From an optimization exercise on the open Yosys and OpenROAD flow, aimed at small area; shortcuts taken in it are not production practice.
At most, simulation tests tie the RTL to the original design; equivalence was not proved.
No activity file was given, so power comes from the tool's default toggle rates.

// e1_steer
module e1_steer (
    input  wire        clk,
    input  wire        rst,               
    input  wire [31:0] nominal_interval,  
    input  wire        in_valid,
    output wire        in_ready,
    input  wire [31:0] in_ts,             
    input  wire [31:0] in_tick,           
    output wire        dac_valid,
    input  wire        dac_ready,
    output wire [11:0] dac_data,
    output wire        done,
    output wire [3:0]  result,
    output wire [2:0]  st_state,
    output wire [1:0]  st_flags,
    output wire [31:0] dac_center,
    output wire [31:0] pps_loss,
    output wire [31:0] cal_fail
);
    localparam [2:0] ST_INIT   = 3'd0,
                     ST_CALMIN = 3'd1,
                     ST_CALMAX = 3'd2,
                     ST_FREQ   = 3'd3,
                     ST_PHASE  = 3'd4;
    localparam [3:0] Q_IDLE = 4'd0,
                     Q_P0   = 4'd1,
                     Q_P1   = 4'd2,
                     Q_RDY  = 4'd3,
                     Q_INC  = 4'd4,
                     Q_DIV  = 4'd5,
                     Q_WCP  = 4'd6,
                     Q_CP   = 4'd7,
                     Q_DACW = 4'd8,
                     Q_DONE = 4'd9,
                     Q_WCPY = 4'd14,
                     Q_CPY  = 4'd15;
    reg [3:0]  seq;
    reg [4:0]  ph;           
    reg        hi;           
    reg [2:0]  state;
    reg [4:0]  count;
    reg        has_cal;
    reg        cal_err;
    reg        fresh;        
    reg [31:0] lt;           
    reg [31:0] lr;           
    reg [31:0] b;            
    reg [31:0] a;            
    reg [31:0] pl;           
    reg [31:0] cf;           
    reg [17:0] q;            
    reg [18:0] m;            
    reg ge, le;              
    reg le1, le2;            
    reg neg;                 
    reg c_dt, pd, cns;
  ...
Size: roughly 880 cells after synthesis, roughly 270 flip-flops, roughly 220 I/O pins, ~0.010 sq mm of cells after synthesis.
export LEC_CHECK = 0
export CAP_MARGIN = 0
export CORE_MARGIN = 2
export CORE_UTILIZATION = 70
export PLACE_DENSITY = 0.85
export SLEW_MARGIN = 0
create_clock -name core_clock -period 30.0 [get_ports {clk}]
standard.sh (not shown) runs the stock make flow with config.mk's settings and CLKGATE_MAP_FILE= SYNTH_SCRIPT=/design/flow/synth_recipe.tcl, a recipe that flattens the netlist after the stock synthesis.
==> flow/flow/run.sh <==
#!/bin/bash
# The standard layout (standard.sh: standard synthesis, then ORFS to
# finish), with two changes: the port buffers that global placement inserts
# on every input and output use sky130_fd_sc_hd__buf_1, and clock tree
# synthesis uses clkbuf_8 clusters without dummy loads.
# Each step's full output goes to its own log file in the work folder.
set -euo pipefail
export BUFFER_PORTS_ARGS="-buffer_cell sky130_fd_sc_hd__buf_1"
export CTS_ARGS="-sink_clustering_enable -repair_clock_nets -buf_list sky130_fd_sc_hd__clkbuf_8 -sink_clustering_size 20 -sink_clustering_max_diameter 70 -dont_use_dummy_load"
bash standard.sh synth > synth.log 2>&1
bash standard.sh finish > layout.log 2>&1
Change:
--- a/flow/design.v
+++ b/flow/design.v
@@ -45,24 +45,26 @@
     reg [31:0] lt;           
     reg [31:0] lr;           
     reg [31:0] b;            
     reg [31:0] a;            
     reg [31:0] pl;           
     reg [31:0] cf;           
     reg [17:0] q;            
     reg [18:0] m;            
     reg ge, le;              
-    reg le1, le2;            
     reg neg;                 
-    reg c_dt, pd, cns;
     reg f1, f2, f3, f4;      
-    reg over, vsign;         
-    reg ci;                  
+    reg fa;                  
+    reg fb;                  
+    reg fc;                  
+    reg fd;                  
+    wire le1 = fa, vsign = fa, le2 = fb, over = fb;
+    wire c_dt = fc, cns = fc, pd = fd, ci = ~fd;
     reg calx;                
     wire p0  = (seq == Q_P0);
     wire p1  = (seq == Q_P1);
     wire rdy = (seq == Q_RDY);
     wire inc = (seq == Q_INC);
     wire dv  = (seq == Q_DIV);
     wire cp  = (seq == Q_CP);
     assign in_ready   = ((seq == Q_IDLE) & ~in_valid) | rdy;
     assign done       = (seq == Q_DONE);
@@ -176,49 +178,46 @@
     wire cf_hd  = ~rst & ~(inc & gok);
     always @(posedge clk) begin
         ph <= ph + 5'd1;
         lt <= {(p0 ? tick_b : lt[0]), lt[31:1]};
         lr <= {(p1 ? ((s_phase & gok) ? sn_b : ts_b) : lr[0]), lr[31:1]};
         b  <= {b_in, b[31:1]};
         a   <= ({32{a_en}} & {a_in, a[31:1]}) | ({32{~a_en}} & a);
         q   <= ({18{dv}} & {q[16:0], take & ~dbig}) | ({18{~dv}} & q);
         m <= m_nx;
-        if (cp & hi & (ph == 5'd1))
-            cns <= cn_b;
-        c_dt  <= p0 & dt_bo;
+        fc    <= (p0 & dt_bo) | (cp & ((hi & (ph == 5'd1)) ? cn_b : fc));
         f1    <= (p1 & sn_co)  | (cp & u_co);
         f2    <= (p1 & off_bo) | (cp & v_co);
         f3    <= (p1 & sum_co) | (cp & ~kk & cn_bo);
         f4    <= (p1 & nd_bo)  | (cp & ~kk & val_bo);
-        pd    <= cp & p_b;
+        fd    <= (cp & p_b) | (inc & (fd | ~inc_r));
         if (p0) begin
             ge <= ge_n;
             le <= le_n;
         end
         if (p1) begin
-            le1 <= le1_n;
-            le2 <= le2_n;
+            fa  <= le1_n;
+            fb  <= le2_n;
             if (ph == 5'd31)
                 neg <= b_in_p1;
         end
         if (pass & (ph == 5'd31))
             hi <= 1'b1;
         else if (~pass)
             hi <= 1'b0;
         if (cp) begin
             if (~ovr_on)
-                over <= 1'b0;
+                fb <= 1'b0;
             else
-                over <= over | val_b;
+                fb <= over | val_b;
             if (hi & (ph == 5'd31))
-                vsign <= val_b;
+                fa <= val_b;
         end
-        ci <= inc ? (ci & inc_r) : 1'b1;
         pl <= ({32{pl_sh}} & {pl[0] ^ ci, pl[31:1]}) | ({32{pl_hd}} & pl);
         cf <= ({32{cf_sh}} & {cf[0] ^ ci, cf[31:1]}) | ({32{cf_hd}} & cf);
         if (rst) begin
             seq     <= Q_IDLE;
             ph      <= 5'd0;
             state   <= ST_INIT;
             count   <= 5'd2;
             has_cal <= 1'b0;
             cal_err <= 1'b0;
@@ -243,30 +242,30 @@
                             ST_INIT: begin
                                 count <= count - 5'd1;
                                 if (last) begin
                                     if (has_cal) begin
                                         state <= ST_FREQ;
                                         count <= 5'd30;
                                     end else begin
                                         state <= ST_CALMIN;
                                         count <= 5'd6;
-                                        vsign <= 1'b1;
+                                        fa    <= 1'b1;    
                                         seq   <= Q_DACW;
                                     end
                                 end
                             end
                             ST_CALMIN: begin
                                 count <= count - 5'd1;
                                 if (last) begin
                                     state <= ST_CALMAX;
                                     count <= 5'd6;
-                                    vsign <= 1'b0;
-                                    over  <= 1'b1;
+                                    fa    <= 1'b0;    
+                                    fb    <= 1'b1;
                                     seq   <= Q_DACW;
                                 end
                             end
                             ST_CALMAX: begin
                                 count <= count - 5'd1;
                                 if (last) begin
                                     if (cal_ok) begin
                                         state   <= ST_FREQ;
                                         count   <= 5'd30;
=> The changed run went through all stages and came out clean; wire length is lower by 2.7%; non-clock buffer count fell by 1; die area goes down by 0.82%; first-iteration DRC count went up by 3.5%; worst hold slack gets worse by 0.0064 ns; final cell count drops by 1.2%; flip-flop and latch count shrinks by 4; via count is about the same; core utilization drops by 0.16 points; power went down by 1.5%; register-to-register slack improved by 0.11 ns; area after synthesis came out lower by 0.84%; global-route usage falls by 0.83 points; critical path depth does not change.
For the first run of this note, only the layout was checked, not whether the RTL still works.

[static timing again, ports no longer ideal]
Ports are ideal in the flow. The routed layouts listed here were re-timed in OpenROAD.
Step 1 sets driving cells, clkbuf_16 on the clock port and buf_2 on the other inputs (assumed; they add their load-dependent delay and slew).
Step 2, shift: input delay + t, output delay - t, t = (earliest + latest rising clock arrival at the registers) / 2. This alone moves slack from input paths to output paths.
Three values: ideal, step 1, step 2; two values: the first two.
run	t (ns)	setup slack, ns	slew at the worst register clock pin (ns)	pins driven straight from the clock port
the first run	0.520	17.304 / 17.284 / 17.284	0.12 / 0.12	1
the second run	0.540	17.229 / 17.209 / 17.209	0.12 / 0.12	1
After both steps every run listed still meets setup and hold.
